Context: an optimization exercise on an open-source flow, tuned for small area. The choices shown serve that exercise and are no tape-out recipe.
Function was checked by simulation only, so behaviour that the tests miss may differ from the original.

$ cat flow/design.v
module aht25_crc8 (
    input  wire [18:0] h,
    input  wire [17:0] t,
    output wire [7:0]  crc
);
    assign crc[0] = ~(h[1] ^ h[3] ^ h[4] ^ h[5] ^ h[11] ^ h[12] ^ h[13] ^ h[14] ^ h[18] ^ t[0] ^ t[3] ^ t[4] ^ t[6] ^ t[9] ^ t[10] ^ t[11] ^ t[14] ^ t[15]);
    assign crc[1] = ~(h[2] ^ h[4] ^ h[5] ^ h[6] ^ h[12] ^ h[13] ^ h[14] ^ h[15] ^ t[1] ^ t[4] ^ t[5] ^ t[7] ^ t[10] ^ t[11] ^ t[12] ^ t[15] ^ t[16]);
    assign crc[2] = ~(h[0] ^ h[3] ^ h[5] ^ h[6] ^ h[7] ^ h[13] ^ h[14] ^ h[15] ^ h[16] ^ t[2] ^ t[5] ^ t[6] ^ t[8] ^ t[11] ^ t[12] ^ t[13] ^ t[16] ^ t[17]);
    assign crc[3] = ~(h[1] ^ h[4] ^ h[6] ^ h[7] ^ h[8] ^ h[14] ^ h[15] ^ h[16] ^ h[17] ^ t[3] ^ t[6] ^ t[7] ^ t[9] ^ t[12] ^ t[13] ^ t[14] ^ t[17]);
    assign crc[4] = h[1] ^ h[2] ^ h[3] ^ h[4] ^ h[7] ^ h[8] ^ h[9] ^ h[11] ^ h[12] ^ h[13] ^ h[14] ^ h[15] ^ h[16] ^ h[17] ^ t[0] ^ t[3] ^ t[6] ^ t[7] ^ t[8] ^ t[9] ^ t[11] ^ t[13];
    assign crc[5] = ~(h[0] ^ h[1] ^ h[2] ^ h[8] ^ h[9] ^ h[10] ^ h[11] ^ h[15] ^ h[16] ^ h[17] ^ t[0] ^ t[1] ^ t[3] ^ t[6] ^ t[7] ^ t[8] ^ t[11] ^ t[12] ^ t[15]);
    assign crc[6] = h[1] ^ h[2] ^ h[3] ^ h[9] ^ h[10] ^ h[11] ^ h[12] ^ h[16] ^ h[17] ^ h[18] ^ t[1] ^ t[2] ^ t[4] ^ t[7] ^ t[8] ^ t[9] ^ t[12] ^ t[13] ^ t[16];
    assign crc[7] = ~(h[0] ^ h[2] ^ h[3] ^ h[4] ^ h[10] ^ h[11] ^ h[12] ^ h[13] ^ h[17] ^ h[18] ^ t[2] ^ t[3] ^ t[5] ^ t[8] ^ t[9] ^ t[10] ^ t[13] ^ t[14] ^ t[17]);
endmodule
module aht25_div25_step (
    input  wire [4:0] r,        
    input  wire       b,        
    output wire       qb,       
    output wire [4:0] ro        
);
    wire [5:0] t = {r, b};
    wire b1 = ~t[0];
    wire b2 = ~t[1] & b1;
    wire b3 = ~t[2] & b2;
    wire b4 = ~t[3] | b3;
    wire b5 = ~t[4] | b4;
    assign qb    = t[5] | ~b5;
    assign ro[0] = t[0] ^ qb;
    assign ro[1] = t[1] ^ (qb & b1);
    assign ro[2] = t[2] ^ (qb & b2);
    assign ro[3] = t[3] ^ (qb & ~b3);
    assign ro[4] = t[4] ^ (qb & ~b4);
endmodule
module aht25_convert (
    input  wire        sel_h,   
    input  wire [21:0] hum_s,   
    input  wire [31:0] temp,
    output wire [18:0] q
);
    wire        e133  = hum_s[21];
    wire [22:0] hum_x = e133 ? {1'b0, hum_s[20:0], 1'b0} : {3'b111, hum_s[19:0]};
    wire [22:0] tmp_x = {2'b01, temp[22:2]};
    wire [22:0] x     = sel_h ? hum_x : tmp_x;
    wire [22:0] k     = sel_h ? 23'h38000C : {19'd0, 3'b110, temp[1]};
    wire [22:0] y     = x + k;
    wire [4:0]  r [0:19];
    assign r[19] = {1'b0, y[22:19]};
    genvar i;
    generate
        for (i = 18; i >= 0; i = i - 1) begin : g_step
            aht25_div25_step u_step (.r(r[i+1]), .b(y[i]), .qb(q[i]), .ro(r[i]));
        end
    endgenerate
endmodule
module aht25_engine (
    input  wire        clk,
    input  wire        rst,             
    input  wire        ev_connect,
    input  wire        ev_read,
    input  wire        ev_write,
    input  wire        ev_disconnect,
    input  wire [6:0]  address,
    input  wire        write_intent,    
    input  wire [7:0]  data,
    input  wire [31:0] hum,             
    input  wire [31:0] temp,            
    output reg         ack,
    output reg  [7:0]  rdata
);
    localparam [7:0] STATUS = 8'h18;
    reg        measuring;
    reg [2:0]  read_index;
    reg [1:0]  write_index;
    reg        prefix_ok;       
    reg [17:0] raw_t;           
    reg [21:0] hum_s;           
    wire [18:0] div_q;
    aht25_convert u_convert (
        .sel_h (ev_read),
        .hum_s (hum_s),
        .temp  (temp),
        .q     (div_q)
    );
    wire [18:0] raw_h = div_q;          
    wire [7:0]  crc;
    aht25_crc8 u_crc (
        .h   (raw_h),
        .t   (raw_t),
        .crc (crc)
    );
    reg [7:0] frame_byte;
    always @(*) begin
        case (read_index)
            3'd1:    frame_byte = {1'b1, raw_h[18:12]};
            3'd2:    frame_byte = raw_h[11:4];
            3'd3:    frame_byte = {raw_h[3:0], 2'b01, raw_t[17:16]};
            3'd4:    frame_byte = raw_t[15:8];
            3'd5:    frame_byte = raw_t[7:0];
            3'd6:    frame_byte = crc;
            default: frame_byte = STATUS;
        endcase
    end
    wire trigger = (write_index == 2'd2) && prefix_ok && (data == 8'h33);
    always @(posedge clk) begin
        ack   <= ev_connect ? (address == 7'h38) : 1'b1;
        rdata <= measuring ? frame_byte : STATUS;
        if (ev_write && trigger) begin
            raw_t <= div_q[17:0];
            hum_s <= {hum[23], hum[20:0]};
        end
        if (rst) begin
            measuring   <= 1'b0;
            read_index  <= 3'd0;
            write_index <= 2'd0;
        end else if (ev_connect) begin
            if (address == 7'h38 && measuring)
                read_index <= 3'd0;
        end else if (ev_read) begin
            if (measuring) begin
                read_index <= read_index + 3'd1;
                if (read_index == 3'd7)
                    measuring <= 1'b0;
            end
        end else if (ev_write) begin
            case (write_index)
                2'd0: begin
                    if (data == 8'hBA) begin
                        measuring <= 1'b0;           
                    end else begin
                        write_index <= 2'd1;
                        prefix_ok   <= (data == 8'h00);
                    end
                end
                2'd1: begin
                    write_index <= 2'd2;
                    prefix_ok   <= prefix_ok & (data == 8'hAC);
                end
                default: begin
                    write_index <= 2'd0;
                    if (trigger)
                        measuring <= 1'b1;
                end
            endcase
        end
    end
endmodule
$ cat flow/flow/run.sh
#!/bin/bash
# Layout flow: the standard flow (standard.sh), with two changes:
#  - synthesis maps the logic with area-oriented ABC scripts (flow/abc_*.abc) in place of
#    ORFS's abc_area.script: each is run on the same netlist and the smallest result is kept.
#    Everything else in synthesis, and so every register, is as synth_recipe.tcl makes it.
#  - the port buffers are sky130_fd_sc_hd__buf_1;
#  - make variables listed in flow/make_args.txt, if any, are added to the make command.
# Each tool's output is in orfs/logs/ (synthesis: orfs/logs/.../1_2_yosys.log, which also
# lists each script's area); make's own output is in flow.log.
set -euo pipefail
W=$(pwd)
cat > "$W/area_synth.tcl" <<TCL
set ::area_scripts [lsort [glob {$W/flow/abc_*.abc}]]
proc abc {args} {
  set i [lsearch -exact \$args -script]
  set li [lsearch -exact \$args -liberty]
  set lib [lindex \$args [expr {\$li + 1}]]
  design -save area_pre_abc
  set best_area ""
  set best_script ""
  foreach s \$::area_scripts {
    design -load area_pre_abc
    set a \$args
    lset a [expr {\$i + 1}] \$s
    yosys abc {*}\$a
    yosys tee -q -o {$W/abc_stat.txt} stat -liberty \$lib
    set f [open {$W/abc_stat.txt}]
    set txt [read \$f]
    close \$f
    regexp {Chip area for module '[^']*': ([0-9.]+)} \$txt -> area
    puts "area_synth: \$s gives \$area"
    if {\$best_area eq "" || \$area < \$best_area} {
      set best_area \$area
      set best_script \$s
      design -save area_best
    }
  }
  design -load area_best
  puts "area_synth: kept \$best_script (\$best_area)"
}
source {$W/synth_recipe.tcl}
TCL
sed "s#SYNTH_SCRIPT=[^ ]*#SYNTH_SCRIPT=$W/area_synth.tcl#" "$W/standard.sh" > "$W/area_standard.sh"
ARGS=("BUFFER_PORTS_ARGS=-buffer_cell sky130_fd_sc_hd__buf_1")
# further make variables, one per line
if [[ -f "$W/flow/make_args.txt" ]]; then
  while IFS= read -r line; do [[ -n "$line" ]] && ARGS+=("$line"); done < "$W/flow/make_args.txt"
fi
bash "$W/area_standard.sh" "${ARGS[@]}" finish > "$W/flow.log" 2>&1
$ cat flow/flow/abc_deep3.abc
strash
&get -n
&st
&deepsyn -T 120 -S 3
&dch -f
&nf -a -R 1000
&put
$ cat flow/flow/make_args.txt
CTS_ARGS=-sink_clustering_enable -repair_clock_nets -buf_list {sky130_fd_sc_hd__clkbuf_4 sky130_fd_sc_hd__clkbuf_8} -sink_clustering_size 20 -dont_use_dummy_load
GPL_KEEP_OVERFLOW=0
$ cat flow/standard.sh
#!/bin/bash
# synth_recipe.tcl (not shown) runs the flow's synth.tcl, then flattens the netlist and writes it again
# the make line also repeats each setting of config.mk as NAME=value (left out here)
make -C /OpenROAD-flow-scripts/flow DESIGN_CONFIG=/design/flow/config.mk WORK_HOME=/design/flow/orfs CLKGATE_MAP_FILE= SYNTH_SCRIPT=/design/flow/synth_recipe.tcl "${@:-finish}"
$ cat flow/config.mk
export PLATFORM = sky130hd
export DESIGN_NAME = aht25_engine
export DESIGN_NICKNAME = aht25_engine
export VERILOG_FILES = /design/flow/design.v
export SDC_FILE = /design/flow/constraint.sdc
export NUM_CORES = 4
export LEC_CHECK = 0
export ABC_AREA = 1
export CAP_MARGIN = 20
export CORE_MARGIN = 2
export CORE_UTILIZATION = 40
export CTS_BUF_LIST = sky130_fd_sc_hd__clkbuf_4 sky130_fd_sc_hd__clkbuf_8
export CTS_CLUSTER_SIZE = 10
export SLEW_MARGIN = 20
$ cat flow/constraint.sdc
create_clock -name core_clock -period 30.0 [get_ports {clk}]
set_input_delay 6.0000 -clock core_clock [delete_from_list [all_inputs] [get_ports {clk}]]
set_output_delay 6.0000 -clock core_clock [all_outputs]
set_load 0.01 [all_outputs]
==> metrics.md, run 1 <==
| Metric | Value |
|---|---|
| Reg-to-reg startpoint | hum_s[21] |
| Startpoint Class | primary input |
| Mean Syn Cell Area | 8.73 um^2 |
| CTS tree | yes |
| H-tree levels | 2 |
| Setup TNS | 0 ns |
| Required time worst endpoint | 30.24 ns |
| DRC viols | 0 |
| Critical-path top delay cell | ha_1 |
| FP Rows | 40 |
| Worst setup EP type | register |
| Setup CP Type | in -> reg |
| Hold Path Origin | read_index[1] |
| Final core occ | 0.472 |
| Grt total ovfl | 0 |
| Die Ht | 115 um |
| Fraction of layout cells with a size suffix above 1 | 0.0581 |
| FMAX | 35.8 MHz |
| Reg-to-reg endpoint | rdata[2] |
| Final setup vio count | 0 |
| Synth Register Bits | 56 |
| R2R Setup Slk | 7.64 ns |
| Worst-path clk slew | 0.10 ns |
| Max Root-Sink Buffers | 2 |
| Seq/Total Area, Yosys | 0.309 |
| Mapped Nets | 681 |
| Unique masters post-synth | 45 |
| Starting Density | 0.411 |
| Slew HR | 0.561 |
| Die area | 13300 um^2 |
| Synth Instances | 567 |
| Number of global-route vias before repair | 4098 |
| Nets | 770 |
| Period Utilization, post-route | 0.930 |
| IO Pins | 95 |
| Crit-path most repeated cell | ha_1 |
| Routed Antenna Nets | 0 |
| Slew Viols, Final | 0 |
| Gpl congestion | 0.974 |
| 1st-pass router iterations | 6 |
| GRT Util Overall | 0.186 |
| Inserted Diodes | 0 |
| Via Count | 4374 |
| Worst hold path type | reg -> reg |
| P&R area growth vs syn | 14.9% |
| Port Buffers | 72 |
| Root Buffer | clkbuf_8 |
| Drt first-iter violations | 240 |
| First-pass GRT wire length | 19200 um |
| WHS Path Cells | 2 |
| Final Hold Violating Endpoints | 0 |
| Fraction of registers with async set/reset | 0 |
| Cts hold-fix bufs | 0 |
| Num CTS Buffers | 5 |
| Vias/cell | 5.32 |
| Initial antenna violation count | 0 |
| Tmin final | 27.91 ns |
| Core Area | 12100 um^2 |
| Worst EP arrival | 28.16 ns |
| Crit-path max cell delay | 0.42 ns |
| Largest net degree at the start of global routing | 21 |
| # Max-Cap Violations | 0 |
| Worst reg2reg path depth | 114 |
| Post-DP HPWL | 9880 um |
| Status | complete, no violations |
| EDFF count, synth | 41 |
| CTS sink cnt | 56 |
| Final wirelength | 12000 um |
| Yosys warns | 2 |
| RSZ-0062 raised after global routing | false |
| Cell area after synthesis | 4950 um^2 |
| Critical Path Fanout Max | 20 |
| Die width | 115 um |
| Clock Skew | 0.0181 ns |
| Worst slew pin tran | 0.656 ns |
| Primary FF master, synth | edfxtp_1 |
| Clock latency (worst-skew pair) | 0.33 ns |
| WL per Instance | 14.6 um |
| Worst Hold End | read_index[1] |
cell families (layout without fill, tap and decap cells):
logic type	after synthesis	in the layout	share of synthesized area
buf+inv	21	108	0.0159
fa+ha+maj	28	28	0.0707
flops	56	56	0.309
simple gates	200	200	0.195
compound gates	132	132	0.179
xor+xnor	128	128	0.226
mux	2	2	0.00404
critical path: cells and delay by family:
| family | cells | cell delay, ns |
|---|---|---|
| adder cells (fa/ha/maj) | 20 | 5.01 |
| buffers and inverters | 6 | 0.93 |
| XOR/XNOR | 17 | 3.24 |
| AO/OA/AOI/OAI | 19 | 4.13 |
| AND/OR/NAND/NOR | 54 | 8.82 |
sequential cells by signal (all words and copies together) (netlist names):
name	count
hum_s	22
raw_t	18
rdata	8
read_index	3
write_index	2
ack	1
measuring	1
prefix_ok	1
cells in the mapped netlist (5+ instances only):
cell type | n | share of area
a21oi_1 | 24 | 0.024
a222oi_1 | 15 | 0.030
a22oi_1 | 7 | 0.011
a31oi_1 | 6 | 0.0076
and2_0 | 12 | 0.015
and3_1 | 12 | 0.015
clkinv_1 | 21 | 0.016
dfxtp_1 | 15 | 0.061
edfxtp_1 | 41 | 0.25
ha_1 | 28 | 0.071
nand2_1 | 58 | 0.044
nand2b_1 | 7 | 0.0088
nand3_1 | 23 | 0.023
nor2_1 | 46 | 0.035
nor2b_1 | 17 | 0.021
nor3_1 | 6 | 0.0061
o21a_1 | 5 | 0.0076
o21ai_0 | 36 | 0.036
o22ai_1 | 7 | 0.0088
o31ai_1 | 6 | 0.0091
or2_0 | 5 | 0.0063
xnor2_1 | 85 | 0.15
xor2_1 | 43 | 0.076
layout make-up:
class                      count  area, um^2
sequential                    56        1530
multi-input combinational    490        3460
clock buffer                   5        68.8
tap                          168         210
inverter                      21        81.3
timing repair buffer          82         337
fill                        1200        6370
through the flow:
stage	area, um^2	hold WS, ns	std cells	worst slack [ns]
floorplan	4950	0.471	567	3.07
global placement	5430	0.496	807	-3.28
detailed placement	5470	0.497	813	-3.73
CTS	5590	0.518	818	0.0792
global route	5690	0.542	822	0.00474
finish	5690	0.514	822	2.09
cells in the final DEF (no fill, tap or decap), types with 3 or more instances in the layout:
cell type | netlist | layout
buf_1 | 0 | 71
ha_1 | 28 | 28
or2_0 | 5 | 4
a31oi_1 | 6 | 5
a21o_1 | 4 | 4
clkbuf_8 | 0 | 5
xor2_1 | 43 | 43
or3_1 | 3 | 3
nor2_1 | 46 | 42
a221oi_1 | 4 | 4
a21oi_1 | 24 | 23
o21a_1 | 5 | 5
nand2_2 | 0 | 3
nand3_1 | 23 | 23
and2_0 | 12 | 11
o22ai_1 | 7 | 7
dfxtp_1 | 15 | 15
and3_1 | 12 | 12
edfxtp_1 | 41 | 41
o21ai_0 | 36 | 33
nor3_1 | 6 | 6
a222oi_1 | 15 | 15
a22oi_1 | 7 | 7
nand4_1 | 3 | 3
nand2_1 | 58 | 55
nand2b_1 | 7 | 7
buf_2 | 0 | 5
xnor2_1 | 85 | 83
o31ai_1 | 6 | 5
nor2b_1 | 17 | 16
buf_4 | 0 | 5
a41oi_1 | 3 | 3
clkinv_1 | 21 | 20
routing by layer:
layer  routed length, um  vias to the layer above  global-route usage
li1                    -                     2248                   -
met2                5830                      108               0.320
met3                 556                       13              0.0269
met5                   0                        -                   0
met1                5400                     2005               0.235
met4                 187                        0              0.0715
worst max path at each step:
stage                 start        to  slack (ns)
finish              ev_read  rdata[2]        2.09
floorplan           ev_read  rdata[2]        3.07
global placement    ev_read  rdata[2]       -3.28
global route        ev_read  rdata[2]       0.005
detailed placement  ev_read  rdata[2]       -3.73
CTS                 ev_read  rdata[2]        0.08
repair_timing:
action,4_1_cts,5_1_grt
pin swaps,0,2
buffers inserted,0,4
gates resized for setup,17,24
setup endpoints to repair,11,9
==> run 2, diff against run 1 <==
==> flow/flow/abc_deep1.abc (new file) <==
strash
&get -n
&st
&deepsyn -T 60 -S 2
&dch -f
&nf -a -R 1000
&put
==> flow/flow/abc_deep4.abc (new file) <==
strash
&get -n
&st
&deepsyn -T 120 -S 4
&dch -f
&nf -a -R 1000
&put
==> flow/flow/make_args.txt (replaced) <==
CTS_ARGS=-sink_clustering_enable -repair_clock_nets -buf_list {sky130_fd_sc_hd__clkbuf_4 sky130_fd_sc_hd__clkbuf_8} -sink_clustering_size 20 -dont_use_dummy_load
==> run 2 against run 1 <==
Still clean on timing, DRC and antenna. Cell area fell by 0.46%. Clock skew is 0.0072 ns higher. Worst setup slack gained 0.23 ns. Critical path depth grew 4. Fmax up 0.82%. Synthesized cell count did not move. Critical path type unchanged. Largest cell class unchanged.
==> metrics.md, run 2 <==
| Metric | Value |
|---|---|
| Number of global-route vias before repair | 4089 (-0.22%) |
| Final setup vio count | 0 (unchanged) |
| RSZ-0062 raised after global routing | false |
| Synth top area cells | edfxtp_1 (25%), xnor2_1 (15%), xor2_1 (7.6%) |
| Slew HR | 0.549 (-0.0122) |
| Seq/Total Area, Yosys | 0.309 (unchanged) |
| Final setup margin | 2.31 ns (+0.227 ns) |
| Worst slew pin tran | 0.676 ns (+0.0197 ns) |
| First-pass GRT wire length | 19500 um (+1.5%) |
| Largest Register | hum_s |
| Fraction of layout cells with a size suffix above 1 | 0.0452 (-0.0129) |
| Initial antenna violation count | 0 (unchanged) |
| Synth Instances | 567 (unchanged) |
| CTS sink cnt | 56 (unchanged) |
| Yosys warns | 2 (unchanged) |
| IO Pins | 95 (unchanged) |
| Max Root-Sink Buffers | 2 (unchanged) |
| CP delay by family, top | simple AND/OR/NAND/NOR gates |
| Final core occ | 0.470 (-0.00218) |
| Final Instance Count excl. Fillers | 831 (+1.1%) |
| Cell with the most instances after synthesis | xnor2_1 |
| Unique masters post-synth | 45 (unchanged) |
| Worst setup EP type | register |
| Clock Skew | 0.0253 ns (+0.00721 ns) |
| # Max-Cap Violations | 0 (unchanged) |
| Nets | 779 (+1.2%) |
| Worst hold path type | reg -> reg |
| Largest net degree at the start of global routing | 42 (+100%) |
| Worst-path clk slew | 0.11 ns (about the same) |
| Starting Density | 0.411 (unchanged) |
| Tmin final | 27.69 ns (-0.227 ns) |
| Biggest regs | hum_s: 22 flops, raw_t: 18 flops, rdata: 8 flops |
| Final wirelength | 11900 um (-0.39%) |
| Max reg flops | 22 (unchanged) |
| Port Buffers | 72 (unchanged) |
| Mapped Nets | 681 (unchanged) |
| Drt first-iter violations | 232 (-3.3%) |
| EDFF count, synth | 41 (unchanged) |
| Commonest cells in the netlist | xnor2_1 (85), nand2_1 (58), nor2_1 (46) |
| Routed Antenna Nets | 0 (unchanged) |
| 1st-pass router iterations | 5 (-1) |
| Startpoint Class | primary input |
| WL per Instance | 14.4 um (-1.5%) |
| Period Utilization, post-route | 0.923 (-0.00757) |
| Crit-path most repeated cell | ha_1 |
| Synth top area share | 0.249 (unchanged) |
| Most common cell after layout, fill and taps aside | xnor2_1 |
| Critical-path top delay cell | ha_1 |
| Setup WS pre-CTS | 0.860 ns (+4.59 ns) |
| Critical Path Fanout Max | 11 (-45%) |
| P&R area growth vs syn | 14.4% |
| Synth Register Bits | 56 (unchanged) |
| Final Hold Violating Endpoints | 0 (unchanged) |
| Num CTS Buffers | 5 (unchanged) |
| Cell count after placement | 825 (+1.5%) |
| Slew Viols, Final | 0 (unchanged) |
| FMAX | 36.1 MHz (+0.82%) |
| Die area | 13300 um^2 (unchanged) |
| H-tree levels | 2 (unchanged) |
| Cell area after synthesis | 4950 um^2 (unchanged) |
| Fraction of registers with async set/reset | 0 (unchanged) |
| Mean Syn Cell Area | 8.73 um^2 (unchanged) |
| Most frequent cells in the layout | xnor2_1 (85), buf_1 (72), nand2_1 (57) |
| Grt total ovfl | 0 (unchanged) |
| FP Rows | 40 (unchanged) |
| Die width | 115 um (unchanged) |
| Inserted Diodes | 0 (unchanged) |
| Gpl congestion | 0.949 (-2.6%) |
| Core Area | 12100 um^2 (unchanged) |
| Primary FF master, synth | edfxtp_1 |
| Clock latency (worst-skew pair) | 0.34 ns (about the same) |
| Root Buffer | clkbuf_8 |
| CP bufs+invs | 11 (+5) |
| GRT Util Overall | 0.187 (+0.00141) |
| Status | complete, no violations |
| Cell taking the most area after synthesis | edfxtp_1 |
| Setup TNS | 0 ns (unchanged) |
| DRC viols | 0 (unchanged) |
| Post-DP HPWL | 9850 um (-0.38%) |
| Vias/cell | 5.30 (-0.43%) |
| CTS tree | yes |
| Required time worst endpoint | 30.25 ns (about the same) |
| Crit-path max cell delay | 0.39 ns (-0.03 ns) |
| Setup CP Type | in -> reg |
| Die Ht | 115 um (unchanged) |
| Via Count | 4403 (+0.66%) |
| Worst EP arrival | 27.94 ns (-0.22 ns) |
## run 2: timing repair
action / in CTS / in global routing
endpoints found under the setup margin: 0 / 8
buffers inserted: 0 / 1
gates resized for setup: 0 / 7
hold buffers: 0 / 0
## run 2: stage by stage
step	instance area, um^2	hold WS [ns]
6_report	5660	0.512
2_1_floorplan	4950	0.471
3_5_place_dp	5570	0.499
4_1_cts	5640	0.519
3_3_place_gp	5570	0.486
5_1_grt	5660	0.539
## run 2: worst paths after layout
check / from / to / slack, ns / cells after the start
setup reg to reg: hum_s[21] / rdata[2] / 7.84 / 118
hold / removal: read_index[1] / read_index[1] / 0.51 / 2
hold reg to reg: read_index[1] / read_index[1] / 0.51 / 2
setup / recovery: ev_read / rdata[2] / 2.31 / 120
## run 2: per-layer routing
layer	track usage	vias up	wire [um]
li1	-	2251	-
met1	0.248	2015	5430
met2	0.314	120	5650
met3	0.0343	17	597
met4	0.0522	0	247
met5	0	-	0
## run 2: kinds of logic after synthesis
kind of cell	Yosys count	share of synthesized area
simple gates	200	0.195
flops	56	0.309
buf+inv	21	0.0159
xor+xnor	128	0.226
compound gates	132	0.179
mux	2	0.00404
fa+ha+maj	28	0.0707
## run 2: final cells by class
type / count / area (um^2)
multi-input cells: 490 / 3360
repair buffers: 91 / 413
clock buffers: 5 / 68.8
flip-flops and latches: 56 / 1530
well taps: 168 / 210
fillers: 1175 / 6400
inverters: 21 / 78.8
## run 2: worst min-delay path, delay by kind of cell (launching register included)
| kind | cells | cell delay (ns) |
|---|---|---|
| flip-flops | 1 | 0.36 |
| AND/OR/NAND/NOR | 1 | 0.06 |
| AO/OA/AOI/OAI | 1 | 0.06 |
==> run 3, diff against run 2 <==
--- a/flow/design.v
+++ b/flow/design.v
@@ -43,11 +43,14 @@
     wire [22:0] x     = sel_h ? hum_x : tmp_x;
     wire [22:0] k     = sel_h ? 23'h38000C : {19'd0, 3'b110, temp[1]};
     wire [22:0] y     = x + k;
-    wire [4:0]  r [0:19];
-    assign r[19] = {1'b0, y[22:19]};
+    wire [3:0]  r19 = y[22:19];
+    wire        b18 = y[18];
+    assign q[18] = r19[3] & r19[2] & (r19[0] | b18);
+    wire [4:0]  r [0:18];
+    assign r[18] = q[18] ? {3'b000, r19[0] & b18, r19[0] & ~b18} : {r19, b18};
     genvar i;
     generate
-        for (i = 18; i >= 0; i = i - 1) begin : g_step
+        for (i = 17; i >= 0; i = i - 1) begin : g_step
             aht25_div25_step u_step (.r(r[i+1]), .b(y[i]), .qb(q[i]), .ro(r[i]));
         end
     endgenerate
@@ -72,7 +75,9 @@
     reg [2:0]  read_index;
     reg [1:0]  write_index;
     reg        prefix_ok;       
-    reg [17:0] raw_t;           
+    reg        raw_t17;
+    reg [15:0] raw_t_lo;
+    wire [17:0] raw_t = {raw_t17, ~raw_t17, raw_t_lo};
     reg [21:0] hum_s;           
     wire [18:0] div_q;
     aht25_convert u_convert (
@@ -105,7 +110,8 @@
         ack   <= ev_connect ? (address == 7'h38) : 1'b1;
         rdata <= measuring ? frame_byte : STATUS;
         if (ev_write && trigger) begin
-            raw_t <= div_q[17:0];
+            raw_t17  <= div_q[17];
+            raw_t_lo <= div_q[15:0];
             hum_s <= {hum[23], hum[20:0]};
         end
         if (rst) begin
==> flow/flow/abc_d.abc (new file) <==
strash
&get -n
&st
&deepsyn -T 120 -S 3
&dch -f
&nf -R 1000 -D 18000
&put
removed: flow/flow/abc_deep1.abc
removed: flow/flow/abc_deep3.abc
removed: flow/flow/abc_deep4.abc
==> run 3 against run 2 <==
Still clean. Clock skew fell by 0.011 ns. Via count up 1.4%. Hold slack improved by 0.013 ns. Global-route usage up 1.0 points. Critical endpoint unchanged. Highest routed layer unchanged.
==> metrics.md, run 3 <==
| Metric | Value |
|---|---|
| Fraction of layout cells with a size suffix above 1 | 0.0353 (-0.00995) |
| CTS tree | yes |
| First-pass GRT wire length | 20600 um (+5.8%) |
| Fraction of registers with async set/reset | 0 (unchanged) |
| Synth top area cells | edfxtp_1 (24%), xnor2_1 (14%), xor2_1 (9.2%) |
| Synth Instances | 590 (+4.1%) |
| Multi-input gate area | 3380 um^2 (+0.45%) |
| FMAX | 36.1 MHz (about the same) |
| Vias/cell | 5.27 (-0.62%) |
| Setup CP Type | in -> reg |
| Mean Syn Cell Area | 8.38 um^2 (-4.1%) |
| FF+latch area | 1500 um^2 (-2.0%) |
| Placed standard-cell area | 5510 um^2 (-1.1%) |
| Synth top area share | 0.243 (-0.00563) |
| Worst EP arrival | 27.91 ns (-0.03 ns) |
| Worst setup EP type | register |
| Worst hold path type | reg -> reg |
| Drt first-iter violations | 235 (+1.3%) |
| Die area | 13300 um^2 (-0.17%) |
| Post-DP HPWL | 10100 um (+2.1%) |
| Largest Register | hum_s |
| Die Ht | 115 um (about the same) |
| Clock latency (worst-skew pair) | 0.32 ns (-0.02 ns) |
| R2R Setup Slk | 7.73 ns (-0.11 ns) |
| Compound-Gate Fraction of Synth Area | 0.157 (-0.0215) |
| Worst Hold End | read_index[1] |
| Setup TNS | 0 ns (unchanged) |
| Status | complete, no violations |
| Critical-path top delay cell | ha_1 |
| Final wirelength | 12400 um (+3.8%) |
| Final Cell Area | 5610 um^2 (-0.97%) |
| Post-synthesis simple-gate area fraction | 0.220 (+0.0251) |
| DRC viols | 0 (unchanged) |
| Mapped Nets | 702 (+3.1%) |
| Worst reg2reg path depth | 120 (+1.7%) |
| # Max-Cap Violations | 0 (unchanged) |
| Max reg flops | 22 (unchanged) |
| Biggest regs | hum_s: 22 flops, raw_t_lo: 16 flops, rdata: 8 flops |
| Period Utilization, post-route | 0.923 (about the same) |
| Starting Density | 0.410 (-0.000726) |
| Via Count | 4465 (+1.4%) |
| Cts hold-fix bufs | 0 (unchanged) |
| Routed Antenna Nets | 0 (unchanged) |
| Layout filler cell count | 1203 (+2.4%) |
| FP Rows | 40 (unchanged) |
| Num CTS Buffers | 5 (unchanged) |
| Worst slew pin tran | 0.683 ns (+0.00704 ns) |
| Inserted Diodes | 0 (unchanged) |
| Startpoint Class | primary input |
| Number of global-route vias before repair | 4340 (+6.1%) |
| 1st-pass router iterations | 5 (unchanged) |
| Post-synthesis mux area share | 0.00430 (+0.000260) |
| Core Area | 12100 um^2 (unchanged) |
| Final setup vio count | 0 (unchanged) |
| Grt total ovfl | 0 (unchanged) |
| Clock Skew | 0.0147 ns (-0.0106 ns) |
| Slew Viols, Final | 0 (unchanged) |
| Initial antenna violation count | 0 (unchanged) |
| Root Buffer | clkbuf_8 |
| Nets | 794 (+1.9%) |
| Final Hold Violating Endpoints | 0 (unchanged) |
| Most common cell after layout, fill and taps aside | xnor2_1 |
| Gpl congestion | 0.904 (-4.7%) |
| Unique masters post-synth | 46 (+2.2%) |
| Seq/Total Area, Yosys | 0.304 (-0.00553) |
| WL per Instance | 14.6 um (+1.7%) |
| WHS Path Cells | 2 (unchanged) |
| Port Buffers | 72 (unchanged) |
| Adder-Cell Fraction of Synth Area | 0.0658 (-0.00494) |
| Cell area after synthesis | 4940 um^2 (-0.18%) |
| CTS sink cnt | 55 (-1.8%) |
| Synth Register Bits | 55 (-1.8%) |
| EDFF count, synth | 40 (-2.4%) |
| Synth Area in XOR/XNOR | 0.232 (+0.00572) |
| P&R area growth vs syn | 13.5% |
| Most frequent cells in the layout | xnor2_1 (79), buf_1 (71), nor2_1 (64) |
| Primary FF master, synth | edfxtp_1 |
| Reg-to-reg endpoint | rdata[2] |
| Commonest cells in the netlist | xnor2_1 (79), nor2_1 (66), nand2_1 (63) |
| Die width | 115 um (about the same) |
| Largest net degree at the start of global routing | 41 (-2.4%) |
| Crit-path max cell delay | 0.39 ns (about the same) |
| Critical Path Fanout Max | 16 (+5) |
| Yosys warns | 2 (unchanged) |
| Worst-path clk slew | 0.09 ns (-0.02 ns) |
| Cell taking the most area after synthesis | edfxtp_1 |
| Hold Path Origin | read_index[1] |
| Cell with the most instances after synthesis | xnor2_1 |
| Slew HR | 0.545 (-0.00469) |
| Max Root-Sink Buffers | 2 (unchanged) |
| IO Pins | 95 (unchanged) |
| Main combinational cell family by area after synthesis | XOR/XNOR gates |
| Tmin final | 27.70 ns (+0.0187 ns) |
| H-tree levels | 2 (unchanged) |
| GRT Util Overall | 0.197 (+0.00997) |
| Required time worst endpoint | 30.21 ns (-0.04 ns) |
| Reg-to-reg startpoint | hum_s[21] |
==> run 3: changes by cell type after synthesis, moves of 9 or more <==
cell,change
nor2_1,+20
a21oi_1,+10
o22ai_1,+10
xor2_1,+9
==> run 3: worst max-delay path by stage <==
stage / depth (start not counted) / to / start
after floorplan: 112 / rdata[2] / ev_read
after global placement: 120 / rdata[2] / ev_read
after detailed placement: 120 / rdata[2] / ev_read
after CTS: 120 / rdata[2] / ev_read
after global routing: 122 / rdata[2] / ev_read
final: 122 / rdata[2] / ev_read
==> run 3: routing by layer <==
layer / up-vias / GRT usage / share of wire
li1: 2294 / - / -
met1: 2058 / 0.262 / 0.47
met2: 95 / 0.327 / 0.47
met3: 18 / 0.0316 / 0.036
met4: 0 / 0.0675 / 0.022
met5: - / 0 / 0
==> run 3: cells by family (layout without fill, tap and decap cells) <==
family	Yosys count	in the layout
AND/OR/NAND/NOR	229	229
XOR/XNOR	131	131
AO/OA/AOI/OAI	125	125
flip-flops	55	55
multiplexers	2	2
adder cells (fa/ha/maj)	26	26
buffers and inverters	22	112
==> run 3: through the flow <==
stage               hold slack (ns)  utilization  setup WS, ns  cells
detailed placement            0.515        0.457         0.970    841
global placement              0.496        0.457          1.51    841
CTS                           0.529        0.463          1.22    846
finish                        0.525        0.465          2.30    848
floorplan                     0.473            -          3.43    590
global route                  0.561        0.465       -0.0188    848
==> run 3: final cells by class <==
| cell class | instances | area share |
|---|---|---|
| inverter | 22 | 0.0147 |
| multi-input combinational | 513 | 0.602 |
| sequential | 55 | 0.268 |
| timing repair buffer | 85 | 0.0658 |
| tap | 168 | 0.0375 |
| clock buffer | 5 | 0.0123 |
==> run 3: critical path, delay by kind of cell <==
kind / cells / cell delay, ns
xor+xnor: 14 / 2.79
simple gates: 66 / 10.26
fa+ha+maj: 19 / 4.69
compound gates: 14 / 2.43
buf+inv: 9 / 1.72
==> run 3: repair_timing <==
action / 4_1_cts / 5_1_grt
endpoints found under the setup margin: 0 / 7
gates resized for setup: 0 / 7
setup buffers: 0 / 2
==> run 4, diff against run 3 <==
==> flow/flow/abc_d.abc (replaced) <==
strash
&get -n
&st
&deepsyn -T 120 -S 3
&dch -f
&nf -R 1000 -D 22000
&put
==> run 4 against run 3 <==
Cell count is the same. Largest cell class unchanged. Synthesized cell count unchanged. Worst setup slack stayed put. Critical path depth stayed put. Synthesized area unchanged. Critical path type unchanged.
==> metrics.md, run 4 <==
| Metric | Value |
|---|---|
| Status | complete, no violations |
| Die width | 115 um (unchanged) |
| Vias/cell | 5.27 (unchanged) |
| Worst hold path type | reg -> reg |
| Layout filler cell count | 1203 (unchanged) |
| Clock Skew | 0.0147 ns (unchanged) |
| WL per Instance | 14.6 um (unchanged) |
| Clock latency (worst-skew pair) | 0.32 ns (about the same) |
| Worst reg2reg path depth | 120 (unchanged) |
| Worst setup EP type | register |
| Unique masters post-synth | 46 (unchanged) |
| Via Count | 4465 (unchanged) |
| Hold Path Origin | read_index[1] |
| Max Root-Sink Buffers | 2 (unchanged) |
| CTS tree | yes |
| Cell with the most instances after synthesis | xnor2_1 |
| Routed Antenna Nets | 0 (unchanged) |
| Setup CP Type | in -> reg |
| Biggest regs | hum_s: 22 flops, raw_t_lo: 16 flops, rdata: 8 flops |
| Gpl congestion | 0.904 (unchanged) |
| EDFF count, synth | 40 (unchanged) |
| Most frequent cells in the layout | xnor2_1 (79), buf_1 (71), nor2_1 (64) |
| Synth Instances | 590 (unchanged) |
| Synth Register Bits | 55 (unchanged) |
| Largest net degree at the start of global routing | 41 (unchanged) |
| Fraction of registers with async set/reset | 0 (unchanged) |
| Mapped Nets | 702 (unchanged) |
| Slew Viols, Final | 0 (unchanged) |
| Worst Hold End | read_index[1] |
| Final hold slack | 0.525 ns (unchanged) |
| Largest Register | hum_s |
| Commonest cells in the netlist | xnor2_1 (79), nor2_1 (66), nand2_1 (63) |
| Die area | 13300 um^2 (unchanged) |
| Root Buffer | clkbuf_8 |
| Initial antenna violation count | 0 (unchanged) |
| M2 GR Usage | 0.327 (unchanged) |
| Nets | 794 (unchanged) |
| Worst EP arrival | 27.91 ns (about the same) |
| Fraction of layout cells with a size suffix above 1 | 0.0353 (unchanged) |
| # Max-Cap Violations | 0 (unchanged) |
| Tmin final | 27.70 ns (unchanged) |
| R2R Setup Slk | 7.73 ns (about the same) |
| 1st-pass router iterations | 5 (unchanged) |
| Port Buffers | 72 (unchanged) |
| Post-DP HPWL | 10100 um (unchanged) |
| H-tree levels | 2 (unchanged) |
| Slew HR | 0.545 (unchanged) |
| GR Util met3 | 0.0316 (unchanged) |
| GR peak layer | met2 |
| Critical Path Fanout Max | 16 (unchanged) |
| Max reg flops | 22 (unchanged) |
| Mean Syn Cell Area | 8.38 um^2 (unchanged) |
| FMAX | 36.1 MHz (unchanged) |
| Required time worst endpoint | 30.21 ns (about the same) |
| Worst slew pin tran | 0.683 ns (unchanged) |
| GRT Util Overall | 0.197 (unchanged) |
| FF+latch area | 1500 um^2 (unchanged) |
| Primary FF master, synth | edfxtp_1 |
| First-pass GRT wire length | 20600 um (unchanged) |
| Inserted Diodes | 0 (unchanged) |
| Cell taking the most area after synthesis | edfxtp_1 |
| DRC viols | 0 (unchanged) |
| CTS sink cnt | 55 (unchanged) |
| Cell area after synthesis | 4940 um^2 (unchanged) |
| Period Utilization, post-route | 0.923 (unchanged) |
| Seq/Total Area, Yosys | 0.304 (unchanged) |
| Final wirelength | 12400 um (unchanged) |
| FP Rows | 40 (unchanged) |
| CP startpoint | ev_read |
| Yosys warns | 2 (unchanged) |
| Die Ht | 115 um (unchanged) |
| Startpoint Class | primary input |
| Multi-input gate area | 3380 um^2 (unchanged) |
| Drt first-iter violations | 235 (unchanged) |
| Reg-to-reg startpoint | hum_s[21] |
| Starting Density | 0.410 (unchanged) |
| Most common cell after layout, fill and taps aside | xnor2_1 |
| Final setup vio count | 0 (unchanged) |
| Met1 Track Usage GR | 0.262 (unchanged) |
| Num CTS Buffers | 5 (unchanged) |
| Grt total ovfl | 0 (unchanged) |
| Final Hold Violating Endpoints | 0 (unchanged) |
| Crit-path max cell delay | 0.39 ns (about the same) |
| Core Area | 12100 um^2 (unchanged) |
| IO Pins | 95 (unchanged) |
| Reg-to-reg endpoint | rdata[2] |
| Synth top area share | 0.243 (unchanged) |
| Synth top area cells | edfxtp_1 (24%), xnor2_1 (14%), xor2_1 (9.2%) |
| Worst-path clk slew | 0.09 ns (about the same) |
| WHS Path Cells | 2 (unchanged) |
| Setup TNS | 0 ns (unchanged) |
| Cts hold-fix bufs | 0 (unchanged) |
| P&R area growth vs syn | 13.5% (unchanged) |
| Critical-path top delay cell | ha_1 |
| Number of global-route vias before repair | 4340 (unchanged) |
==> run 4: layout make-up <==
class                           count  share of cell area
Timing Repair Buffer               85              0.0658
Clock buffer                        5              0.0123
Multi-Input combinational cell    513               0.602
Tap cell                          168              0.0375
Sequential cell                    55               0.268
Inverter                           22              0.0147
==> run 4: how the worst max path moves through the flow <==
stage	to	slack (ns)	cells past startpoint
2_1_floorplan	rdata[2]	3.43	112
3_3_place_gp	rdata[2]	1.51	120
3_5_place_dp	rdata[2]	0.97	120
4_1_cts	rdata[2]	1.22	120
5_1_grt	rdata[2]	-0.02	122
6_report	rdata[2]	2.30	122
==> run 4: critical path: cells and delay by family <==
family | cells | cell delay (ns)
compound gates | 14 | 2.43
xor+xnor | 14 | 2.79
fa+ha+maj | 19 | 4.69
buf+inv | 9 | 1.72
simple gates | 66 | 10.26
==> run 4: through the flow <==
step	instances	worst slack, ns	cell area (um^2)	util
2_1_floorplan	590	3.43	4940	-
3_3_place_gp	841	1.51	5510	0.457
3_5_place_dp	841	0.970	5510	0.457
4_1_cts	846	1.22	5580	0.463
5_1_grt	848	-0.0188	5610	0.465
6_report	848	2.30	5610	0.465
==> run 4: cells by family (layout without fill, tap and decap cells) <==
family,after synthesis,in the layout,share of synthesized area
DFF,55,55,0.304
xor gates and xnor gates,131,131,0.232
adders and majority gates,26,26,0.0658
buffers and inverters,22,112,0.0167
muxes,2,2,0.00430
and+or+nand+nor,229,229,0.220
AOI/OAI and AO/OA,125,125,0.157
==> run 4: per-layer routing <==
metal,vias up,routed length [um]
met5,-,0
met4,0,276
met3,18,444
met2,95,5790
met1,2058,5870
li1,2294,-
==> run 4: repair_timing <==
action / CTS / global route
setup endpoints to repair: 0 / 7
setup buffers: 0 / 2
resized for setup: 0 / 7
==> run 5, diff against run 4 <==
==> flow/flow/abc_deep2.abc (new file) <==
strash
&get -n
&st
&deepsyn -T 120 -S 2
&dch -f
&nf -a -R 1000
&put
==> flow/flow/abc_deep3.abc (new file) <==
strash
&get -n
&st
&deepsyn -T 120 -S 3
&dch -f
&nf -a -R 1000
&put
==> flow/flow/abc_deep4.abc (new file) <==
strash
&get -n
&st
&deepsyn -T 120 -S 4
&dch -f
&nf -a -R 1000
&put
removed: flow/flow/abc_d.abc
==> run 5 against run 4 <==
Global-route usage grew 0.43 points. Worst setup slack lost 0.065 ns. Via count grew 2.9%. Cell area grew 4.1%. Die area grew 0.27%. Routed wire length grew 2.4%. Synthesized area grew 0.28%. Synthesized cell count shrank 1.0%. Critical path type unchanged. Critical endpoint unchanged.
==> metrics.md, run 5 <==
| Metric | Value |
|---|---|
| Max Root-Sink Buffers | 2 (unchanged) |
| Cell area after synthesis | 4960 um^2 (+0.28%) |
| Final Hold Violating Endpoints | 0 (unchanged) |
| Startpoint Class | primary input |
| Cell count after placement | 857 (+1.9%) |
| Period Utilization, post-route | 0.926 (+0.00218) |
| Via Count | 4594 (+2.9%) |
| Cts hold-fix bufs | 0 (unchanged) |
| Number of global-route vias before repair | 4545 (+4.7%) |
| Worst hold path type | reg -> reg |
| WHS Path Cells | 2 (unchanged) |
| Cell with the most instances after synthesis | xnor2_1 |
| FMAX | 36.0 MHz (-0.24%) |
| CP bufs+invs | 12 (+3) |
| # Max-Cap Violations | 0 (unchanged) |
| Worst setup EP type | register |
| H-tree levels | 2 (unchanged) |
| Cell taking the most area after synthesis | edfxtp_1 |
| Worst EP arrival | 28.01 ns (+0.10 ns) |
| WL per Instance | 14.6 um (+0.14%) |
| Vias/cell | 5.30 (+0.63%) |
| Crit-path max cell delay | 0.41 ns (+0.02 ns) |
| Core Area | 12100 um^2 (unchanged) |
| Drt first-iter violations | 259 (+10%) |
| Nets | 813 (+2.4%) |
| Inserted Diodes | 0 (unchanged) |
| Critical Path Fanout Max | 7 (-9) |
| Crit-path most repeated cell | ha_1 |
| Root Buffer | clkbuf_8 |
| Gpl congestion | 0.933 (+3.2%) |
| Status | complete, no violations |
| Slew HR | 0.553 (+0.00812) |
| Clock Skew | 0.0265 ns (+0.0118 ns) |
| Die width | 115 um (+0.13%) |
| IO Pins | 95 (unchanged) |
| Unique masters post-synth | 52 (+13%) |
| Setup CP Type | in -> reg |
| Die area | 13300 um^2 (+0.27%) |
| P&R area growth vs syn | 17.8% |
| Worst slew pin tran | 0.662 ns (-0.0208 ns) |
| Clock latency (worst-skew pair) | 0.34 ns (+0.02 ns) |
| Required time worst endpoint | 30.24 ns (+0.03 ns) |
| GRT Util Overall | 0.201 (+0.00434) |
| DRC viols | 0 (unchanged) |
| Tmin final | 27.77 ns (+0.0654 ns) |
| CP delay by family, top | simple AND/OR/NAND/NOR gates |
| Largest net degree at the start of global routing | 41 (unchanged) |
| Setup TNS | 0 ns (unchanged) |
| Routed Antenna Nets | 0 (unchanged) |
| Most frequent cells in the layout | xnor2_1 (75), buf_1 (72), nand2_1 (56) |
| R2R Setup Slk | 7.81 ns (+0.08 ns) |
| Die Ht | 115 um (+0.13%) |
| Synth top area cells | edfxtp_1 (24%), xnor2_1 (13%), xor2_1 (8.1%) |
| Fraction of layout cells with a size suffix above 1 | 0.0730 (+0.0377) |
| Post-DP HPWL | 10500 um (+4.4%) |
| Grt total ovfl | 0 (unchanged) |
| Worst-path clk slew | 0.11 ns (+0.02 ns) |
| Biggest regs | hum_s: 22 flops, raw_t_lo: 16 flops, rdata: 8 flops |
| Initial antenna violation count | 0 (unchanged) |
| Most common cell after layout, fill and taps aside | xnor2_1 |
| CTS sink cnt | 55 (unchanged) |
| Reg-to-reg startpoint | hum_s[21] |
| Synth Instances | 584 (-1.0%) |
| Layout filler cell count | 1169 (-2.8%) |
| Final wirelength | 12700 um (+2.4%) |
| Reg-to-reg endpoint | rdata[2] |
| Port Buffers | 72 (unchanged) |
| Commonest cells in the netlist | xnor2_1 (75), nand2_1 (56), nor2_1 (52) |
| First-pass GRT wire length | 21300 um (+3.4%) |
| Starting Density | 0.411 (+0.00114) |
| Num CTS Buffers | 5 (unchanged) |
| Synth Register Bits | 55 (unchanged) |
| Fraction of registers with async set/reset | 0 (unchanged) |
| Primary FF master, synth | edfxtp_1 |
| Final setup vio count | 0 (unchanged) |
| Synth top area share | 0.242 (-0.000675) |
| Yosys warns | 2 (unchanged) |
| CTS tree | yes |
| Slew Viols, Final | 0 (unchanged) |
| Final core occ | 0.484 (+0.0192) |
| 1st-pass router iterations | 5 (unchanged) |
| Crit path capture | rdata[2] |
| Largest Register | hum_s |
| Mean Syn Cell Area | 8.49 um^2 (+1.3%) |
| Seq/Total Area, Yosys | 0.303 (-0.000843) |
| EDFF count, synth | 40 (unchanged) |
| Levels on crit path | 120 (-1.6%) |
| CP startpoint | ev_read |
| Mapped Nets | 696 (-0.85%) |
| Critical-path top delay cell | o31ai_1 |
| Final Instance Count excl. Fillers | 867 (+2.2%) |
| Max reg flops | 22 (unchanged) |
| Worst reg2reg path depth | 118 (-1.7%) |
| FP Rows | 40 (unchanged) |
run 5: tightest hold or removal path: cells and delay by family (launching register included):
family           cells  cell delay, ns
AO/OA/AOI/OAI        1            0.07
flip-flops           1            0.36
AND/OR/NAND/NOR      1            0.06
run 5: per-layer routing:
metal / vias up / part of all wire / track usage
li1: 2355 / - / -
met1: 2101 / 0.46 / 0.257
met2: 117 / 0.47 / 0.345
met3: 21 / 0.044 / 0.0374
met4: 0 / 0.024 / 0.0627
met5: - / 0 / 0
run 5: cells by family after synthesis:
| logic type | share of synthesized area |
|---|---|
| xor+xnor | 0.214 |
| simple gates | 0.201 |
| mux | 0.00429 |
| flops | 0.303 |
| compound gates | 0.190 |
| fa+ha+maj | 0.0656 |
| buf+inv | 0.0227 |
run 5: worst min-delay path by stage:
stage / from / endpoint / slack, ns
after detailed placement: read_index[0] / read_index[0] / 0.52
after global placement: read_index[1] / read_index[1] / 0.50
after floorplan: read_index[1] / read_index[1] / 0.48
final: read_index[1] / read_index[1] / 0.53
after CTS: read_index[0] / read_index[0] / 0.54
after global routing: read_index[1] / read_index[1] / 0.58
run 5: metrics by stage:
stage | worst slack (ns) | instance area, um^2 | hold slack, ns
6_report | 2.23 | 5840 | 0.534
2_1_floorplan | 3.38 | 4960 | 0.476
4_1_cts | 1.04 | 5760 | 0.536
3_3_place_gp | 1.34 | 5690 | 0.499
5_1_grt | -0.0346 | 5840 | 0.581
3_5_place_dp | 0.720 | 5690 | 0.517
run 5: repair_timing:
item / 4_1_cts / 5_1_grt
buffers inserted: 0 / 4
setup endpoints to repair: 0 / 5
resized for setup: 0 / 9
run 5: layout make-up:
class,count,area (um^2),share of cell area
sequential,55,1500,0.257
timing repair buffer,110,576,0.0985
inverter,30,116,0.0199
tap,168,210,0.0360
clock buffer,5,68.8,0.0118
multi-input combinational,499,3370,0.577
==> run 6, diff against run 5 <==
--- a/flow/flow/run.sh
+++ b/flow/flow/run.sh
@@ -4,6 +4,8 @@
 #    ORFS's abc_area.script: each is run on the same netlist and the smallest result is kept.
 #    Everything else in synthesis, and so every register, is as synth_recipe.tcl makes it.
 #  - the port buffers are sky130_fd_sc_hd__buf_1;
+#  - (flow/make_args.txt) ADDER_MAP_FILE is empty, so ABC maps the adders too, and CTS uses
+#    clkbuf_4/clkbuf_8 without dummy loads;
 #  - make variables listed in flow/make_args.txt, if any, are added to the make command.
 # Each tool's output is in orfs/logs/ (synthesis: orfs/logs/.../1_2_yosys.log, which also
 # lists each script's area); make's own output is in flow.log.
==> flow/flow/abc_deep2.abc (replaced) <==
strash
&get -n
&st
&deepsyn -T 120 -S 2
&dch -f
&nf -R 1000 -D 22000
&put
==> flow/flow/abc_deep3.abc (replaced) <==
strash
&get -n
&st
&deepsyn -T 120 -S 3
&dch -f
&nf -R 1000 -D 22000
&put
==> flow/flow/abc_deep4.abc (replaced) <==
strash
&get -n
&st
&deepsyn -T 120 -S 4
&dch -f
&nf -R 1000 -D 22000
&put
==> flow/flow/make_args.txt (replaced) <==
CTS_ARGS=-sink_clustering_enable -repair_clock_nets -buf_list {sky130_fd_sc_hd__clkbuf_4 sky130_fd_sc_hd__clkbuf_8} -sink_clustering_size 20 -dont_use_dummy_load
ADDER_MAP_FILE=
==> run 6 against run 5 <==
Still clean on timing, DRC and antenna. Die area fell by 5.1%. Register-to-register slack improved by 0.17 ns. Synthesized cell count increased by 1.0%. Flip-flop and latch count is the same. Worst setup slack improved by 0.31 ns. Non-clock buffer count decreased by 9. Utilization is 0.63 points lower. Cell count down 3.2%. Sequential share of layout area rose by 1.8 points. Highest routed layer unchanged.
==> metrics.md, run 6 <==
| Metric | Value |
|---|---|
| Starting Density | 0.411 (about the same) |
| Clock latency (worst-skew pair) | 0.33 ns (about the same) |
| GRT Util Overall | 0.192 (-0.00934) |
| CTS sink cnt | 55 (unchanged) |
| Inserted Diodes | 0 (unchanged) |
| FP Rows | 39 (-2.5%) |
| Postcts setup bufs | 0 (unchanged) |
| Port Buffers | 72 (unchanged) |
| Status | complete, no violations |
| Startpoint Class | primary input |
| Critical-path top delay cell | or3_1 |
| Post-DP HPWL | 9700 um (-7.6%) |
| Worst-path clk slew | 0.10 ns (about the same) |
| Worst hold path type | reg -> reg |
| Synth top area share | 0.256 (+0.0136) |
| Mean Syn Cell Area | 7.95 um^2 (-6.3%) |
| Mapped Nets | 676 (-2.9%) |
| Final Cell Area | 5460 um^2 (-6.6%) |
| Tmin final | 27.46 ns (-0.309 ns) |
| Largest net degree at the start of global routing | 41 (unchanged) |
| Fraction of layout cells with a size suffix above 1 | 0.0560 (-0.0169) |
| Die width | 112 um (-2.6%) |
| Initial antenna violation count | 0 (unchanged) |
| Crit-path most repeated cell | nor2_1 |
| Setup TNS | 0 ns (unchanged) |
| Synth Register Bits | 55 (unchanged) |
| Slew HR | 0.605 (+0.0522) |
| Via Count | 4471 (-2.7%) |
| Number of global-route vias before repair | 4259 (-6.3%) |
| Cts hold-fix bufs | 0 (unchanged) |
| Period Utilization, post-route | 0.915 (-0.0103) |
| Primary FF master, synth | edfxtp_1 |
| Grt total ovfl | 0 (unchanged) |
| H-tree levels | 2 (unchanged) |
| P&R area growth vs syn | 16.3% |
| Setup CP Type | in -> reg |
| CTS tree | yes |
| Slew Viols, Final | 0 (unchanged) |
| Die Ht | 112 um (-2.6%) |
| Final Hold Violating Endpoints | 0 (unchanged) |
| Worst EP arrival | 27.67 ns (-0.34 ns) |
| Biggest regs | hum_s: 22 flops, raw_t_lo: 16 flops, rdata: 8 flops |
| Max reg flops | 22 (unchanged) |
| Critical Path Fanout Max | 20 (+13) |
| Core Area | 11400 um^2 (-5.3%) |
| Yosys warns | 2 (unchanged) |
| Worst slew pin tran | 0.593 ns (-0.0696 ns) |
| # Max-Cap Violations | 0 (unchanged) |
| Synth top area cells | edfxtp_1 (26%), xnor2_1 (18%), nor2_1 (7.1%) |
| Placed standard-cell area | 5370 um^2 (-5.7%) |
| Post-CTS Resized | 0 (unchanged) |
| Die area | 12600 um^2 (-5.1%) |
| Most common cell after layout, fill and taps aside | xnor2_1 |
| Max Root-Sink Buffers | 2 (unchanged) |
| Most frequent cells in the layout | xnor2_1 (94), nor2_1 (89), buf_1 (72) |
| Largest Register | hum_s |
| Multi-input gate area | 3110 um^2 (-7.7%) |
| IO Pins | 95 (unchanged) |
| Final wirelength | 12000 um (-5.3%) |
| EDFF count, synth | 40 (unchanged) |
| Routed Antenna Nets | 0 (unchanged) |
| WL per Instance | 14.3 um (-2.1%) |
| FF+latch area | 1500 um^2 (unchanged) |
| Cell area after synthesis | 4690 um^2 (-5.3%) |
| Unique masters post-synth | 48 (-7.7%) |
| DRC viols | 0 (unchanged) |
| Crit-path max cell delay | 0.42 ns (about the same) |
| Final setup vio count | 0 (unchanged) |
| Gpl congestion | 0.903 (-3.2%) |
| Synth Instances | 590 (+1.0%) |
| Num CTS Buffers | 5 (unchanged) |
| FMAX | 36.4 MHz (+1.1%) |
| Vias/cell | 5.33 (+0.57%) |
| Cell taking the most area after synthesis | edfxtp_1 |
| Commonest cells in the netlist | xnor2_1 (95), nor2_1 (89), nand2_1 (62) |
| Root Buffer | clkbuf_8 |
| Drt first-iter violations | 283 (+9.3%) |
| 1st-pass router iterations | 5 (unchanged) |
| Clock Skew | 0.0198 ns (-0.00669 ns) |
| Required time worst endpoint | 30.21 ns (-0.03 ns) |
| Nets | 784 (-3.6%) |
| RSZ-0062 raised after global routing | false |
| First-pass GRT wire length | 19700 um (-7.6%) |
| Worst setup EP type | register |
| Layout filler cell count | 1135 (-2.9%) |
| R2R Setup Slk | 7.98 ns (+0.17 ns) |
| Seq/Total Area, Yosys | 0.320 (+0.0170) |
| Fraction of registers with async set/reset | 0 (unchanged) |
| Cell with the most instances after synthesis | xnor2_1 |
-- run 6: cell count changes after synthesis, sizes merged, moves of 6 or more --
cell    previous run  this run
nand2b            10        25
o22ai              7        17
a31oi             12         6
xor2              46        28
and3              18         6
nor2              52        89
nor3               9        21
a222oi             8         1
xnor2             75        95
a21oi             38        22
nand2             56        62
ha                26         0
-- run 6: per-layer routing --
metal  up-vias  track usage  wire [um]
li1       2277            -          -
met1      2060        0.237       5420
met2       116        0.342       5910
met3        18       0.0329        450
met4         0       0.0610        218
met5         -            0          0
-- run 6: final timing paths --
| path | endpoint | cells after the start | start |
|---|---|---|---|
| min | write_index[0] | 1 | write_index[0] |
| max reg2reg | rdata[4] | 115 | hum_s[21] |
| min reg2reg | write_index[0] | 1 | write_index[0] |
| max | rdata[4] | 118 | ev_read |
-- run 6: cells by family (layout without fill, tap and decap cells) --
| group | after synthesis | in the layout | share of synthesized area |
|---|---|---|---|
| flip-flops | 55 | 55 | 0.320 |
| AO/OA/AOI/OAI | 128 | 128 | 0.173 |
| XOR/XNOR | 123 | 123 | 0.230 |
| adder cells (fa/ha/maj) | 1 | 1 | 0.00213 |
| buffers and inverters | 30 | 136 | 0.0240 |
| AND/OR/NAND/NOR | 253 | 253 | 0.252 |
-- run 6: final cells by class --
| type | count | share of cell area |
|---|---|---|
| inverter | 30 | 0.0206 |
| multi-input combinational | 505 | 0.569 |
| sequential | 55 | 0.275 |
| tap | 143 | 0.0328 |
| clock buffer | 5 | 0.0126 |
| timing repair buffer | 101 | 0.0894 |
-- run 6: critical path, delay by kind of cell --
kind | cells | cell delay, ns
buffers and inverters | 11 | 2.06
AOI/OAI and AO/OA | 18 | 3.58
and+or+nand+nor | 75 | 12.92
xor gates and xnor gates | 13 | 2.72
adders and majority gates | 1 | 0.38
-- run 6: through the flow --
step                utilization  setup WS [ns]  instances  hold WS [ns]
global placement          0.470           1.84        834         0.463
detailed placement        0.470           1.30        834         0.478
floorplan                     -           4.22        590         0.442
CTS                       0.476           1.55        839         0.502
global route              0.478         0.0231        839         0.564
finish                    0.478           2.54        839         0.492
==> run 7, diff against run 6 <==
--- a/flow/flow/run.sh
+++ b/flow/flow/run.sh
@@ -1,12 +1,12 @@
 #!/bin/bash
-# Layout flow: the standard flow (standard.sh), with two changes:
+# Layout flow: the standard flow (standard.sh), with these changes:
 #  - synthesis maps the logic with area-oriented ABC scripts (flow/abc_*.abc) in place of
 #    ORFS's abc_area.script: each is run on the same netlist and the smallest result is kept.
 #    Everything else in synthesis, and so every register, is as synth_recipe.tcl makes it.
 #  - the port buffers are sky130_fd_sc_hd__buf_1;
 #  - (flow/make_args.txt) ADDER_MAP_FILE is empty, so ABC maps the adders too, and CTS uses
 #    clkbuf_4/clkbuf_8 without dummy loads;
-#  - make variables listed in flow/make_args.txt, if any, are added to the make command.
+#  - the make variables listed in flow/make_args.txt are added to the make command.
 # Each tool's output is in orfs/logs/ (synthesis: orfs/logs/.../1_2_yosys.log, which also
 # lists each script's area); make's own output is in flow.log.
 set -euo pipefail
==> flow/flow/make_args.txt (replaced) <==
CTS_ARGS=-sink_clustering_enable -repair_clock_nets -buf_list {sky130_fd_sc_hd__clkbuf_4 sky130_fd_sc_hd__clkbuf_8} -sink_clustering_size 20 -dont_use_dummy_load
ADDER_MAP_FILE=
RECOVER_POWER=100
removed: flow/flow/abc_deep2.abc
removed: flow/flow/abc_deep4.abc
==> run 7 against run 6 <==
Now fails the layout checks on capacitance limit, slew limit. Routed wire length increased by 3.2%. Critical endpoint is now rdata[0]. Synthesized area increased by 0.51%. Largest cell class unchanged. Highest routed layer unchanged. Flip-flop and latch count unchanged. Non-clock buffer count increased by 14.
==> metrics.md, run 7 <==
| Metric | Value |
|---|---|
| Worst-path clk slew | 0.11 ns (about the same) |
| WL per Instance | 14.6 um (+2.4%) |
| CTS tree | yes |
| DRC viols | 0 (unchanged) |
| Unique masters post-synth | 51 (+6.3%) |
| Die area | 12700 um^2 (+0.49%) |
| Cell count after placement | 841 (+0.84%) |
| Primary FF master, synth | edfxtp_1 |
| Core Area | 11500 um^2 (+0.43%) |
| Slew Viols, Final | 41 (+41) |
| Worst slew pin tran | 2.21 ns (+1.62 ns) |
| Clock Skew | 0.0326 ns (+0.0128 ns) |
| Max reg flops | 22 (unchanged) |
| Number of global-route vias before repair | 4412 (+3.6%) |
| Worst hold path type | reg -> reg |
| Clock latency (worst-skew pair) | 0.34 ns (about the same) |
| Fraction of registers with async set/reset | 0 (unchanged) |
| Post-CTS Resized | 0 (unchanged) |
| Startpoint Class | primary input |
| # Max-Cap Violations | 1 (+1) |
| Grt total ovfl | 0 (unchanged) |
| CTS sink cnt | 55 (unchanged) |
| Required time worst endpoint | 30.23 ns (+0.02 ns) |
| Slew HR | -0.476 (-1.08) |
| Fraction of layout cells with a size suffix above 1 | 0.0768 (+0.0208) |
| FP Rows | 39 (unchanged) |
| EDFF count, synth | 40 (unchanged) |
| Root Buffer | clkbuf_8 |
| Post-DP HPWL | 10100 um (+4.2%) |
| Cell with the most instances after synthesis | xnor2_1 |
| Synth top area cells | edfxtp_1 (25%), xnor2_1 (17%), dfxtp_1 (6.4%) |
| Seq/Total Area, Yosys | 0.318 (-0.00161) |
| Final wirelength | 12400 um (+3.2%) |
| Worst setup EP type | register |
| Cell area after synthesis | 4720 um^2 (+0.51%) |
| Hold Path Origin | write_index[0] |
| Mapped Nets | 669 (-1.0%) |
| Largest Register | hum_s |
| Status | complete, but fails checks |
| Tmin final | 27.48 ns (+0.0164 ns) |
| Setup CP Type | in -> reg |
| First-pass GRT wire length | 20900 um (+6.0%) |
| Starting Density | 0.411 (about the same) |
| Worst EP arrival | 27.71 ns (+0.04 ns) |
| GRT Util Overall | 0.203 (+0.0114) |
| Max Root-Sink Buffers | 2 (unchanged) |
| Die width | 113 um (+0.24%) |
| Cts hold-fix bufs | 0 (unchanged) |
| Layout check fault list | capacitance limit, slew limit |
| Reg-to-reg startpoint | hum_s[21] |
| P&R area growth vs syn | 18.4% |
| Synth Register Bits | 55 (unchanged) |
| Final Hold Violating Endpoints | 0 (unchanged) |
| FMAX | 36.4 MHz (about the same) |
| CP startpoint | ev_read |
| Postcts setup bufs | 0 (unchanged) |
| Vias/cell | 5.29 (-0.76%) |
| Mean Syn Cell Area | 8.09 um^2 (+1.7%) |
| Nets | 791 (+0.89%) |
| Drt first-iter violations | 251 (-11%) |
| Routed Antenna Nets | 0 (unchanged) |
| Inserted Diodes | 0 (unchanged) |
| Final setup vio count | 0 (unchanged) |
[run 7: changes by cell type after synthesis, moves of 4 or more]
cell      delta
o21a_1       -6
nor2_1      -11
clkinv_1     -7
nor2b_1      +8
a21oi_1      +6
xnor2_1      -4
xor2_1       +4
a31oi_1      -4
nand3_1      -4
[run 7: cell families after synthesis]
family,share of synthesized area
simple gates,0.256
compound gates,0.167
xor+xnor,0.228
flops,0.318
buf+inv,0.0183
mux,0.00690
fa+ha+maj,0.00424
[run 7: cell type report]
| class | instances | area, um^2 |
|---|---|---|
| Sequential cell | 55 | 1500 |
| Fill cell | 1143 | 5880 |
| Timing Repair Buffer | 115 | 579 |
| Clock buffer | 5 | 68.8 |
| Multi-Input combinational cell | 505 | 3170 |
| Tap cell | 143 | 179 |
| Inverter | 23 | 86.3 |
[run 7: routing by layer]
metal	up-vias	track usage	share of wire
met4	0	0.0707	0.021
met2	125	0.350	0.48
met3	19	0.0302	0.043
li1	2305	-	-
met5	-	0	0
met1	2025	0.260	0.46
[run 7: final timing paths]
path | to | slack, ns | cells after the start
max | rdata[0] | 2.52 | 118
min reg2reg | write_index[0] | 0.58 | 1
max reg2reg | rdata[0] | 7.94 | 117
min | write_index[0] | 0.58 | 1
[run 7: stage by stage]
stage / worst slack (ns) / setup TNS, ns / hold WS (ns) / area [um^2]
floorplan: 3.14 / 0 / 0.497 / 4720
global placement: 1.62 / 0 / 0.529 / 5490
detailed placement: 0.901 / 0 / 0.543 / 5490
CTS: 1.19 / 0 / 0.571 / 5560
global route: -0.0271 / -0.0448 / 0.593 / 5580
finish: 2.52 / 0 / 0.581 / 5580
[run 7: worst max-delay path: cells and delay by family]
family	cells	cell delay (ns)
compound gates	19	3.64
xor+xnor	15	2.74
fa+ha+maj	2	0.77
buf+inv	9	1.52
simple gates	73	13.02

re-timing with driven ports:
The results above use ideal ports. As a check the final layouts listed here were re-extracted and re-timed, cells and wires unchanged. Step 1 sets driving cells, clkbuf_16 on the clock port and buf_2 on the other inputs (assumed; they add their load-dependent delay and slew). Step 2 moves the port delays by t, midway between the first and last clock arrival at a register: inputs arrive t later, outputs are due t later. That takes back most of the time a late clock gives input paths. a / b / c = ideal / step 1 / step 2; a / b = the first two.
run	t (ns)	setup WS [ns]	cell pins on the clock port's net
run 1	0.354	2.087 / 2.098 / 1.743	1
run 2	0.355	2.314 / 2.323 / 1.968	1
run 3	0.349	2.296 / 2.307 / 1.958	1
run 4	0.349	2.296 / 2.307 / 1.958	1
run 5	0.357	2.230 / 2.239 / 1.883	1
run 6	0.348	2.539 / 2.549 / 2.201	1
run 7	0.364	2.522 / 2.537 / 2.173	1
The setup slack of run 7, which loses most, moves by +0.015 ns with the drivers and by -0.349 ns with both steps.
